This design comes from an exercise in tuning for a short achievable clock period and few clock cycles on the open sky130 flow, not from production work.
The RTL was checked by simulation tests, not by an equivalence proof against the original design.
Power figures rest on the tool's default switching activity, not on a simulated workload.

$ cat flow/config.mk
export PLATFORM = sky130hd
export DESIGN_NAME = lrvm_core
export DESIGN_NICKNAME = lrvm_core
export VERILOG_FILES = /design/flow/design.v
export SDC_FILE = /design/flow/constraint.sdc
export NUM_CORES = 4
export LEC_CHECK = 0
export CAP_MARGIN = 20
export CORE_MARGIN = 2
export CORE_UTILIZATION = 30
export SLEW_MARGIN = 20
$ cat flow/constraint.sdc
create_clock -name core_clock -period 16.0 [get_ports {clk}]
set_input_delay 3.2000 -clock core_clock [delete_from_list [all_inputs] [get_ports {clk}]]
set_output_delay 3.2000 -clock core_clock [all_outputs]
set_load 0.01 [all_outputs]
$ cat flow/design.v
module lrvm_core (
    input  wire        clk,
    input  wire        rst,           
    input  wire        load,          
    input  wire [16:0] prog_len,      
    input  wire        start,         
    input  wire        limit_en,
    input  wire [31:0] max_steps,
    output wire        done,          
    output wire        halted,
    output wire [3:0]  halt_kind,
    output wire [16:0] pc,
    output wire        flag,
    output wire [4:0]  depth,
    output wire [16:0] hlen,
    input  wire [4:0]  dbg_sel,
    output wire [31:0] dbg_rdata,
    output wire        imem_en,
    output wire [13:0] imem_addr,
    input  wire [31:0] imem_rdata,
    output wire        dmem_en,
    output wire        dmem_we,
    output wire        dmem_word,     
    output wire [15:0] dmem_addr,
    output wire [31:0] dmem_wdata,
    input  wire [31:0] dmem_rdata
);
    localparam STACK_MAX = 16;
    localparam [16:0] HEAP_MAX = 17'd65536;
    localparam [3:0] H_NORMAL   = 4'd0,
                     H_ILL_OP   = 4'd1,
                     H_TRUNC    = 4'd2,
                     H_ILL_OPND = 4'd3,
                     H_DIV0     = 4'd4,
                     H_JUMP_OOB = 4'd5,
                     H_UNDERFL  = 4'd6,
                     H_OVERFL   = 4'd7,
                     H_OOB      = 4'd8,
                     H_LIMIT    = 4'd9;
    localparam [7:0] OP_HALT = 8'h00, OP_LOAD = 8'h01, OP_ADD  = 8'h02, OP_SUB  = 8'h03,
                     OP_MUL  = 8'h04, OP_DIV  = 8'h05, OP_JMP  = 8'h06, OP_JMPF = 8'h07,
                     OP_JMPB = 8'h08, OP_EQ   = 8'h09, OP_NEQ  = 8'h0A, OP_GT   = 8'h0B,
                     OP_LT   = 8'h0C, OP_GTE  = 8'h0D, OP_LTE  = 8'h0E, OP_JEQ  = 8'h0F,
                     OP_ALOC = 8'h10, OP_INC  = 8'h11, OP_DEC  = 8'h12, OP_CALL = 8'h13,
                     OP_RET  = 8'h14, OP_NOP  = 8'h15, OP_LDW  = 8'h16, OP_STW  = 8'h17,
                     OP_LDB  = 8'h18, OP_STB  = 8'h19;
    localparam [2:0] S_IDLE   = 3'd0,
                     S_CHECK  = 3'd1,
                     S_DECODE = 3'd2,
                     S_EXEC   = 3'd3,
                     S_DIV    = 3'd4,
                     S_LOADWB = 3'd5,
                     S_DONE   = 3'd6;
    reg [2:0]  state;
    reg [31:0] regs [0:31];
    reg [16:0] stack [0:STACK_MAX-1];
    reg [16:0] pc_r;
    reg [16:0] len_r;
    reg [16:0] hlen_r;
    reg [4:0]  depth_r;
    reg        flag_r;
    reg        halted_r;
    reg [3:0]  kind_r;
    reg [31:0] ir;
    reg        lim_r;
    reg [31:0] max_r;
    reg [31:0] steps;
    reg [31:0] div_q;
    reg [31:0] div_rem;
    reg [31:0] div_d;
    reg [5:0]  div_cnt;
    reg        div_neg;
    reg [4:0]  div_dst;
    reg [4:0]  ld_dst;
    reg        ld_word;
    assign done      = (state == S_DONE);
    assign halted    = halted_r;
    assign halt_kind = kind_r;
    assign pc        = pc_r;
    assign flag      = flag_r;
    assign depth     = depth_r;
    assign hlen      = hlen_r;
    assign dbg_rdata = regs[dbg_sel];
    wire [16:0] pc_next   = pc_r + 17'd4;
    wire        at_end    = (pc_r == len_r);
    wire        truncated = (pc_next > len_r);
    wire        at_limit  = lim_r && (steps == max_r);
    assign imem_en   = (state == S_CHECK) && !halted_r && !at_limit && !at_end && !truncated;
    assign imem_addr = pc_r[15:2];
    wire [7:0]  op = ir[31:24];
    wire [7:0]  fa = ir[23:16];
    wire [7:0]  fb = ir[15:8];
    wire [7:0]  fc = ir[7:0];
    wire [31:0] va = regs[fa[4:0]];
    wire [31:0] vb = regs[fb[4:0]];
    wire fmt_n   = (op == OP_HALT) || (op == OP_RET) || (op == OP_NOP);
    wire fmt_r   = (op == OP_JMPF) || (op == OP_JMPB) || (op == OP_ALOC) ||
                   (op == OP_INC)  || (op == OP_DEC);
    wire fmt_rr  = ((op >= OP_EQ) && (op <= OP_LTE)) || ((op >= OP_LDW) && (op <= OP_STB));
    wire fmt_rrr = (op >= OP_ADD) && (op <= OP_DIV);
    wire fmt_ri  = (op == OP_LOAD);
    wire ill_opcode = (op > OP_STB);
    wire bad_a = (fa >= 8'd32);
    wire bad_b = (fb >= 8'd32);
    wire bad_c = (fc >= 8'd32);
    wire ill_operand =
        (fmt_n   && (ir[23:0] != 24'd0)) ||
        (fmt_r   && (bad_a || (ir[15:0] != 16'd0))) ||
        (fmt_rr  && (bad_a || bad_b || (fc != 8'd0))) ||
        (fmt_rrr && (bad_a || bad_b || bad_c)) ||
        (fmt_ri  && bad_a);
    wire [31:0] imm_sext = {{16{ir[15]}}, ir[15:0]};
    wire [31:0] sum      = va + vb;
    wire [31:0] diff     = va - vb;
    wire [31:0] prod     = va * vb;
    wire        eq       = (va == vb);
    wire        lt       = ($signed(va) < $signed(vb));
    wire [23:0] addr24   = ir[23:0];
    wire        abs_ok   = ({7'd0, len_r} >= addr24) && (addr24[1:0] == 2'b00);
    wire [33:0] rel_fwd  = {17'd0, pc_r} + {{2{va[31]}}, va};
    wire [33:0] rel_bwd  = {17'd0, pc_r} - {{2{va[31]}}, va};
    wire        fwd_ok   = !rel_fwd[33] && (rel_fwd <= {17'd0, len_r}) && (rel_fwd[1:0] == 2'b00);
    wire        bwd_ok   = !rel_bwd[33] && (rel_bwd <= {17'd0, len_r}) && (rel_bwd[1:0] == 2'b00);
    wire [31:0] ea       = (op == OP_STW || op == OP_STB) ? vb : va;
    wire [32:0] ea_end4  = {1'b0, ea} + 33'd4;
    wire [32:0] ea_end1  = {1'b0, ea} + 33'd1;
    wire        word_ok  = !ea[31] && (ea_end4 <= {16'd0, hlen_r});
    wire        byte_ok  = !ea[31] && (ea_end1 <= {16'd0, hlen_r});
    wire [32:0] hlen_grow = {16'd0, hlen_r} + {1'b0, va};
    wire        aloc_ok  = !va[31] && (hlen_grow <= {16'd0, HEAP_MAX});
    wire        exec_ld  = (state == S_EXEC) && !ill_opcode && !ill_operand &&
                           (((op == OP_LDW) && word_ok) || ((op == OP_LDB) && byte_ok));
    wire        exec_st  = (state == S_EXEC) && !ill_opcode && !ill_operand &&
                           (((op == OP_STW) && word_ok) || ((op == OP_STB) && byte_ok));
    assign dmem_en    = exec_ld || exec_st;
    assign dmem_we    = exec_st;
    assign dmem_word  = (op == OP_LDW) || (op == OP_STW);
    assign dmem_addr  = ea[15:0];
    assign dmem_wdata = va;
    wire [31:0] div_abs_a = va[31] ? (32'd0 - va) : va;
    wire [31:0] div_abs_b = vb[31] ? (32'd0 - vb) : vb;
    wire [32:0] div_shift = {div_rem, div_q[31]};
    wire [32:0] div_sub   = div_shift - {1'b0, div_d};
    wire        div_fits  = !div_sub[32];
    reg        rf_we;
    reg [4:0]  rf_waddr;
    reg [31:0] rf_wdata;
    always @(*) begin
        rf_we    = 1'b0;
        rf_waddr = 5'd0;
        rf_wdata = 32'd0;
        if (state == S_EXEC && !ill_opcode && !ill_operand) begin
            case (op)
                OP_LOAD: begin rf_we = 1'b1; rf_waddr = fa[4:0]; rf_wdata = imm_sext; end
                OP_ADD:  begin rf_we = 1'b1; rf_waddr = fc[4:0]; rf_wdata = sum;      end
                OP_SUB:  begin rf_we = 1'b1; rf_waddr = fc[4:0]; rf_wdata = diff;     end
                OP_MUL:  begin rf_we = 1'b1; rf_waddr = fc[4:0]; rf_wdata = prod;     end
                OP_INC:  begin rf_we = 1'b1; rf_waddr = fa[4:0]; rf_wdata = va + 32'd1; end
                OP_DEC:  begin rf_we = 1'b1; rf_waddr = fa[4:0]; rf_wdata = va - 32'd1; end
                default: ;
            endcase
        end else if (state == S_DIV && div_cnt == 6'd32) begin
            rf_we    = 1'b1;
            rf_waddr = div_dst;
            rf_wdata = div_neg ? (32'd0 - div_q) : div_q;
        end else if (state == S_LOADWB) begin
            rf_we    = 1'b1;
            rf_waddr = ld_dst;
            rf_wdata = ld_word ? dmem_rdata : {24'd0, dmem_rdata[7:0]};
        end
    end
    integer i;
    always @(posedge clk) begin
        if (rst || load) begin
            for (i = 0; i < 32; i = i + 1)
                regs[i] <= 32'd0;
        end else if (rf_we) begin
            regs[rf_waddr] <= rf_wdata;
        end
    end
    always @(posedge clk) begin
        if (rst) begin
            state    <= S_IDLE;
            pc_r     <= 17'd0;
            len_r    <= 17'd0;
            hlen_r   <= 17'd0;
            depth_r  <= 5'd0;
            flag_r   <= 1'b0;
            halted_r <= 1'b0;
            kind_r   <= H_NORMAL;
            ir       <= 32'd0;
            lim_r    <= 1'b0;
            max_r    <= 32'd0;
            steps    <= 32'd0;
            div_q    <= 32'd0;
            div_rem  <= 32'd0;
            div_d    <= 32'd0;
            div_cnt  <= 6'd0;
            div_neg  <= 1'b0;
            div_dst  <= 5'd0;
            ld_dst   <= 5'd0;
            ld_word  <= 1'b0;
            for (i = 0; i < STACK_MAX; i = i + 1)
                stack[i] <= 17'd0;
        end else begin
            case (state)
                S_IDLE: begin
                    if (load) begin
                        len_r    <= prog_len;
                        pc_r     <= 17'd0;
                        depth_r  <= 5'd0;
                        flag_r   <= 1'b0;
                        halted_r <= 1'b0;
                        kind_r   <= H_NORMAL;
                    end else if (start) begin
                        lim_r <= limit_en;
                        max_r <= max_steps;
                        steps <= 32'd0;
                        state <= S_CHECK;
                    end
                end
                S_CHECK: begin
                    if (halted_r) begin
                        state <= S_DONE;
                    end else if (at_limit) begin
                        halted_r <= 1'b1;
                        kind_r   <= H_LIMIT;
                        state    <= S_DONE;
                    end else begin
                        steps <= steps + 32'd1;
                        if (at_end) begin
                            halted_r <= 1'b1;
                            kind_r   <= H_NORMAL;
                            state    <= S_DONE;
                        end else if (truncated) begin
                            halted_r <= 1'b1;
                            kind_r   <= H_TRUNC;
                            state    <= S_DONE;
                        end else begin
                            state <= S_DECODE;
                        end
                    end
                end
                S_DECODE: begin
                    ir    <= imem_rdata;
                    state <= S_EXEC;
                end
                S_EXEC: begin
                    state <= S_CHECK;
                    if (ill_opcode) begin
                        halted_r <= 1'b1;
                        kind_r   <= H_ILL_OP;
                    end else if (ill_operand) begin
                        halted_r <= 1'b1;
                        kind_r   <= H_ILL_OPND;
                    end else begin
                        case (op)
                            OP_HALT: begin
                                halted_r <= 1'b1;
                                kind_r   <= H_NORMAL;
                            end
                            OP_LOAD, OP_ADD, OP_SUB, OP_MUL, OP_INC, OP_DEC, OP_NOP:
                                pc_r <= pc_next;
                            OP_DIV: begin
                                if (vb == 32'd0) begin
                                    halted_r <= 1'b1;
                                    kind_r   <= H_DIV0;
                                end else begin
                                    div_q   <= div_abs_a;
                                    div_rem <= 32'd0;
                                    div_d   <= div_abs_b;
                                    div_cnt <= 6'd0;
                                    div_neg <= va[31] ^ vb[31];
                                    div_dst <= fc[4:0];
                                    state   <= S_DIV;
                                end
                            end
                            OP_JMP: begin
                                if (abs_ok) pc_r <= addr24[16:0];
                                else begin halted_r <= 1'b1; kind_r <= H_JUMP_OOB; end
                            end
                            OP_JEQ: begin
                                if (!flag_r) pc_r <= pc_next;
                                else if (abs_ok) pc_r <= addr24[16:0];
                                else begin halted_r <= 1'b1; kind_r <= H_JUMP_OOB; end
                            end
                            OP_JMPF: begin
                                if (fwd_ok) pc_r <= rel_fwd[16:0];
                                else begin halted_r <= 1'b1; kind_r <= H_JUMP_OOB; end
                            end
                            OP_JMPB: begin
                                if (bwd_ok) pc_r <= rel_bwd[16:0];
                                else begin halted_r <= 1'b1; kind_r <= H_JUMP_OOB; end
                            end
                            OP_EQ:  begin flag_r <= eq;          pc_r <= pc_next; end
                            OP_NEQ: begin flag_r <= !eq;         pc_r <= pc_next; end
                            OP_GT:  begin flag_r <= !lt && !eq;  pc_r <= pc_next; end
                            OP_LT:  begin flag_r <= lt;          pc_r <= pc_next; end
                            OP_GTE: begin flag_r <= !lt;         pc_r <= pc_next; end
                            OP_LTE: begin flag_r <= lt || eq;    pc_r <= pc_next; end
                            OP_ALOC: begin
                                if (aloc_ok) begin
                                    hlen_r <= hlen_grow[16:0];
                                    pc_r   <= pc_next;
                                end else begin
                                    halted_r <= 1'b1;
                                    kind_r   <= H_OOB;
                                end
                            end
                            OP_CALL: begin
                                if (!abs_ok) begin
                                    halted_r <= 1'b1;
                                    kind_r   <= H_JUMP_OOB;
                                end else if (depth_r == STACK_MAX) begin
                                    halted_r <= 1'b1;
                                    kind_r   <= H_OVERFL;
                                end else begin
                                    stack[depth_r[3:0]] <= pc_next;
                                    depth_r <= depth_r + 5'd1;
                                    pc_r    <= addr24[16:0];
                                end
                            end
                            OP_RET: begin
                                if (depth_r == 5'd0) begin
                                    halted_r <= 1'b1;
                                    kind_r   <= H_UNDERFL;
                                end else begin
                                    pc_r    <= stack[depth_r[3:0] - 4'd1];
                                    depth_r <= depth_r - 5'd1;
                                end
                            end
                            OP_LDW, OP_LDB: begin
                                if ((op == OP_LDW) ? word_ok : byte_ok) begin
                                    ld_dst  <= fb[4:0];
                                    ld_word <= (op == OP_LDW);
                                    state   <= S_LOADWB;
                                end else begin
                                    halted_r <= 1'b1;
                                    kind_r   <= H_OOB;
                                end
                            end
                            OP_STW, OP_STB: begin
                                if ((op == OP_STW) ? word_ok : byte_ok)
                                    pc_r <= pc_next;
                                else begin
                                    halted_r <= 1'b1;
                                    kind_r   <= H_OOB;
                                end
                            end
                            default: ;
                        endcase
                    end
                end
                S_DIV: begin
                    if (div_cnt == 6'd32) begin
                        pc_r  <= pc_next;
                        state <= S_CHECK;
                    end else begin
                        div_rem <= div_fits ? div_sub[31:0] : div_shift[31:0];
                        div_q   <= {div_q[30:0], div_fits};
                        div_cnt <= div_cnt + 6'd1;
                    end
                end
                S_LOADWB: begin
                    pc_r  <= pc_next;
                    state <= S_CHECK;
                end
                S_DONE: begin
                    state <= S_IDLE;
                end
                default: state <= S_IDLE;
            endcase
        end
    end
endmodule
$ cat flow/run.sh
#!/bin/bash
# synth_recipe.tcl (not shown) runs the flow's synth.tcl, then flattens the netlist and writes it again
# the make line also repeats each setting of config.mk as NAME=value (left out here)
make -C /OpenROAD-flow-scripts/flow DESIGN_CONFIG=/design/flow/config.mk WORK_HOME=/design/flow/orfs CLKGATE_MAP_FILE= SYNTH_SCRIPT=/design/flow/synth_recipe.tcl finish
==> results.py <==
metrics = {
    "sta": {
        "worst-slew-pin-transition_ns": 1.30,
        "final-setup-viol-count": 0,
        "timing_max_transition_violations_final": 0,
        "fmax_mhz": 68.3,
        "final-hold-violation-count": 0,
        "layout_worst_path_cycle_share_pct": 91.5,
        "final_period_minus_worst_setup_slack_ns": 14.64,
        "setup_total_negative_slack_ns": 0,
        "worst_slew_margin_rel_pct": 13.5,
        "setup_repair_after_global_routing_missed_its_margin": "false",
        "clock_skew_ns": 0.186,
    },
    "worst_setup_path": {
        "crit_slowest_cell": "sky130_fd_sc_hd__dfxtp_4",
        "timing_worst_setup_path_type": "reg -> out",
        "critPathMaxStageDelay_ns": 0.90,
        "critical_path.endpoint_type": "output port",
        "rrSetupSlack_ns": 2.97,
        "startpoint_class_of_the_critical_path": "flop",
        "critical_path_peak_fanout": 32,
        "timing.critical_path.arrival_ns": 11.44,
        "reg2reg_depth": 38,
        "reg2reg_to": "regs[16][31]",
        "critical_path_required_ns": 12.80,
    },
    "global_route": {
        "grt_pass1_vias": 94500,
        "globalRouteTotalUtil_pct": 26.4,
        "grt_first_pass_wirelength_um": 745000,
        "antenna_found_initial": 33,
        "grt_max_degree": 107,
        "globalRouteOverflowTotal": 0,
    },
    "clocking": {
        "clk_pin_slew_ns": 0.06,
        "cts-buffers-inserted": 182,
        "cts.repair.resized": 0,
        "clk_path_buf_depth": 4,
        "tritoncts": "built",
        "ctsRootBufferMaster": "sky130_fd_sc_hd__clkbuf_16",
        "cts.sinks": 1582,
        "hold_buffers": 0,
        "h-tree-depth": 4,
        "post-cts-setup-buffers": 0,
        "worst_skew_pair.late_latency_ns": 0.97,
    },
    "layout": {
        "nNetsFinal": 12000,
        "drive_gt1_share_pct": 14.3,
        "multiInputGateArea_um2": 66900,
        "ff_latch_area_um2": 44700,
        "design_area_um2": 132000,
        "finalCoreUtilization_pct": 33.9,
        "most-common-layout-cells": "sky130_fd_sc_hd__nor2_1, sky130_fd_sc_hd__edfxtp_1, sky130_fd_sc_hd__nand2_1",
        "final_common_cell": "sky130_fd_sc_hd__nor2_1",
        "area.growth.synth_to_final_pct": 12.5,
        "fillCellCount": 38900,
    },
    "worst_hold_path": {
        "endpoint_worst_hold": "div_dst[2]",
        "worstHoldPathCells": 2,
        "hold_path_startpoint": "div_dst[2]",
        "worstHoldPathType": "reg -> reg",
    },
    "routing": {
        "post_drt_wl_per_cell_um": 33.1,
        "post-route-drc-count": 0,
        "num_vias": 99300,
        "1st_iter_drt_viols": 15200,
        "detailroute.wirelength.met2_um": 232000,
        "post_drt_via_cell_ratio": 6.06,
        "highest_layer": "met5",
        "drt_pass1_iterations": 8,
        "routed_wl_um": 543000,
        "ant_nets": 0,
        "dr_wl_met3_um": 75800,
        "routedLengthMet1_um": 190000,
    },
    "logic_synthesis": {
        "number_of_nets_in_the_synthesized_netlist": 12100,
        "number_of_synthesized_flops_with_an_enable_pin": 1296,
        "synth_warnings": 1,
        "post_synthesis_cells": 11100,
        "synth_seq_cells": 1582,
        "synth.yosys.seq_area_share_pct": 38.0,
        "share_of_synthesized_flip_flops_with_an_asynchronous_set_or_reset_pct": 0,
        "synth_area_um2": 117000,
        "syn_avg_cell_area_um2": 10.6,
        "synthFlopType": "sky130_fd_sc_hd__edfxtp_1",
        "yosys_cell_types": 104,
    },
    "placement": {
        "numPortBuffers": 266,
        "globalplace.congestion": 0.997,
        "dpl-instance-area_um2": 126000,
        "dpl.hpwl_um": 353000,
    },
    "floorplanning": {
        "die-width_um": 630,
        "core_outline_area_um2": 389000,
        "starting_density_pct": 30.2,
        "die_height_um": 630,
        "die-area_um2": 397000,
        "io_pins": 267,
        "placementRows": 229,
    },
    "power_and_ir_drop": {
        "vdd_drop_max_uv": 933,
        "p_per_area_nw_per_um2": 229,
        "totalPowerFinal_uw": 30300,
        "power_leakage_uw": 0.0464,
    },
    "flow_run": {
        "drv_cap": 0,
    },
    "outcome": {
        "run_status": "no timing/DRC/antenna violations",
    },
}
[layout make-up]
class | count | area share [%]
clock buffers | 219 | 3.65
repair buffers | 597 | 3.96
well taps | 5197 | 4.92
multi-input cells | 7957 | 50.6
inverters | 692 | 1.97
flip-flops and latches | 1582 | 33.8
clock inverters | 113 | 1.02
diodes | 33 | 0.0625
[cells in the mapped netlist (54+ instances only)]
cell / instances / share of area, %
sky130_fd_sc_hd__a211oi_1: 83 / 0.53
sky130_fd_sc_hd__a21o_1: 66 / 0.42
sky130_fd_sc_hd__a21oi_1: 418 / 1.8
sky130_fd_sc_hd__a22oi_1: 323 / 2.1
sky130_fd_sc_hd__buf_1: 95 / 0.30
sky130_fd_sc_hd__buf_2: 73 / 0.31
sky130_fd_sc_hd__buf_4: 67 / 0.43
sky130_fd_sc_hd__clkbuf_1: 606 / 1.9
sky130_fd_sc_hd__dfxtp_1: 286 / 4.9
sky130_fd_sc_hd__edfxtp_1: 1296 / 33
sky130_fd_sc_hd__fa_1: 415 / 7.1
sky130_fd_sc_hd__ha_1: 404 / 4.3
sky130_fd_sc_hd__inv_1: 664 / 2.1
sky130_fd_sc_hd__mux2_2: 61 / 0.58
sky130_fd_sc_hd__mux2i_1: 545 / 4.6
sky130_fd_sc_hd__mux4_2: 678 / 13
sky130_fd_sc_hd__nand2_1: 825 / 2.6
sky130_fd_sc_hd__nand2b_1: 72 / 0.38
sky130_fd_sc_hd__nand3_1: 218 / 0.93
sky130_fd_sc_hd__nand4_1: 79 / 0.42
sky130_fd_sc_hd__nor2_1: 1987 / 6.3
sky130_fd_sc_hd__nor2b_1: 96 / 0.51
sky130_fd_sc_hd__nor3_1: 178 / 0.76
sky130_fd_sc_hd__o21ai_0: 266 / 1.1
sky130_fd_sc_hd__or3_1: 54 / 0.29
sky130_fd_sc_hd__xnor2_1: 342 / 2.5
sky130_fd_sc_hd__xor2_1: 106 / 0.79
[kinds of logic (layout without fill, tap and decap cells)]
family | after synthesis | count (layout) | share of synthesized area, %
multiplexers | 1285 | 1285 | 18.2
other | 0 | 33 | 0
adder cells (fa/ha/maj) | 819 | 819 | 11.4
flip-flops | 1582 | 1582 | 38.0
AO/OA/AOI/OAI | 1627 | 1627 | 9.29
buffers and inverters | 1586 | 1621 | 5.74
AND/OR/NAND/NOR | 3778 | 3778 | 14.0
XOR/XNOR | 448 | 448 | 3.34
[critical path: cells and delay by family (launching register included)]
family / cells / cell delay [ns]
DFF: 1 / 0.90
xor gates and xnor gates: 1 / 0.16
and+or+nand+nor: 8 / 2.17
adders and majority gates: 2 / 0.63
AOI/OAI and AO/OA: 14 / 4.18
muxes: 2 / 0.38
buffers and inverters: 4 / 2.02
[metal layers]
metal / global-route usage, % / vias to the layer above
met4: 18.1 / 36
met5: 0 / -
li1: - / 40000
met1: 32.2 / 49200
met2: 39.3 / 8106
met3: 9.08 / 2010
[stage by stage]
step / hold WS [ns] / worst slack [ns] / cells
5_1_grt: 0.472 / 0.954 / 16400
4_1_cts: 0.454 / 1.68 / 16400
3_5_place_dp: 0.447 / 2.67 / 16000
2_1_floorplan: 0.431 / 6.17 / 11100
3_3_place_gp: 0.439 / 2.74 / 16000
6_report: 0.453 / 1.36 / 16400
[where the power goes]
group	total, uW	switching, uW	internal [uW]	leakage [uW]
logic	20900	13300	7540	0.0269
clock network	4460	1930	2530	0.00300
registers	4920	273	4650	0.0165
total	30300	15500	14700	0.0464
[registers in the layout, summed over array words and instances (netlist names), 6 cells and up, named ones only]
register	count
div_cnt	6
div_d	32
div_q	32
div_rem	32
hlen_r	17
ir	32
len_r	17
max_r	32
pc_r	17
regs	1024
stack	272
steps	32
[worst max-delay path by stage]
stage | from | to | depth (start not counted)
floorplan | ir[27] | dmem_en | 31
global placement | flop | dmem_en | 31
detailed placement | flop | dmem_en | 31
CTS | flop | dmem_en | 31
global route | flop | dmem_en | 31
finish | flop | dmem_en | 31
Testbench counts, summed over its fixed seeds: cycles 371,767.

-- re-timing with driven ports --
The results above use ideal ports. As a check the final layout listed here was re-extracted and re-timed, cells and wires unchanged.
Step 1 sets driving cells, clkbuf_16 on the clock port and buf_2 on the other inputs (assumed; they add their load-dependent delay and slew).
Step 2 also shifts input and output timing later by t, the mid clock arrival at the registers, as if the neighbouring blocks saw the same clock.
Three values: ideal ports, drivers, drivers and shift; two values: the first two.
t, ns: 0.970
slack for setup (ns): 1.364 / 1.266 / 2.236
worst slew at a driven data input, ns: 0.18
After both steps this run still meets setup and hold. For this run, drivers alone change the setup slack by -0.098 ns; drivers and shift together by +0.872 ns.
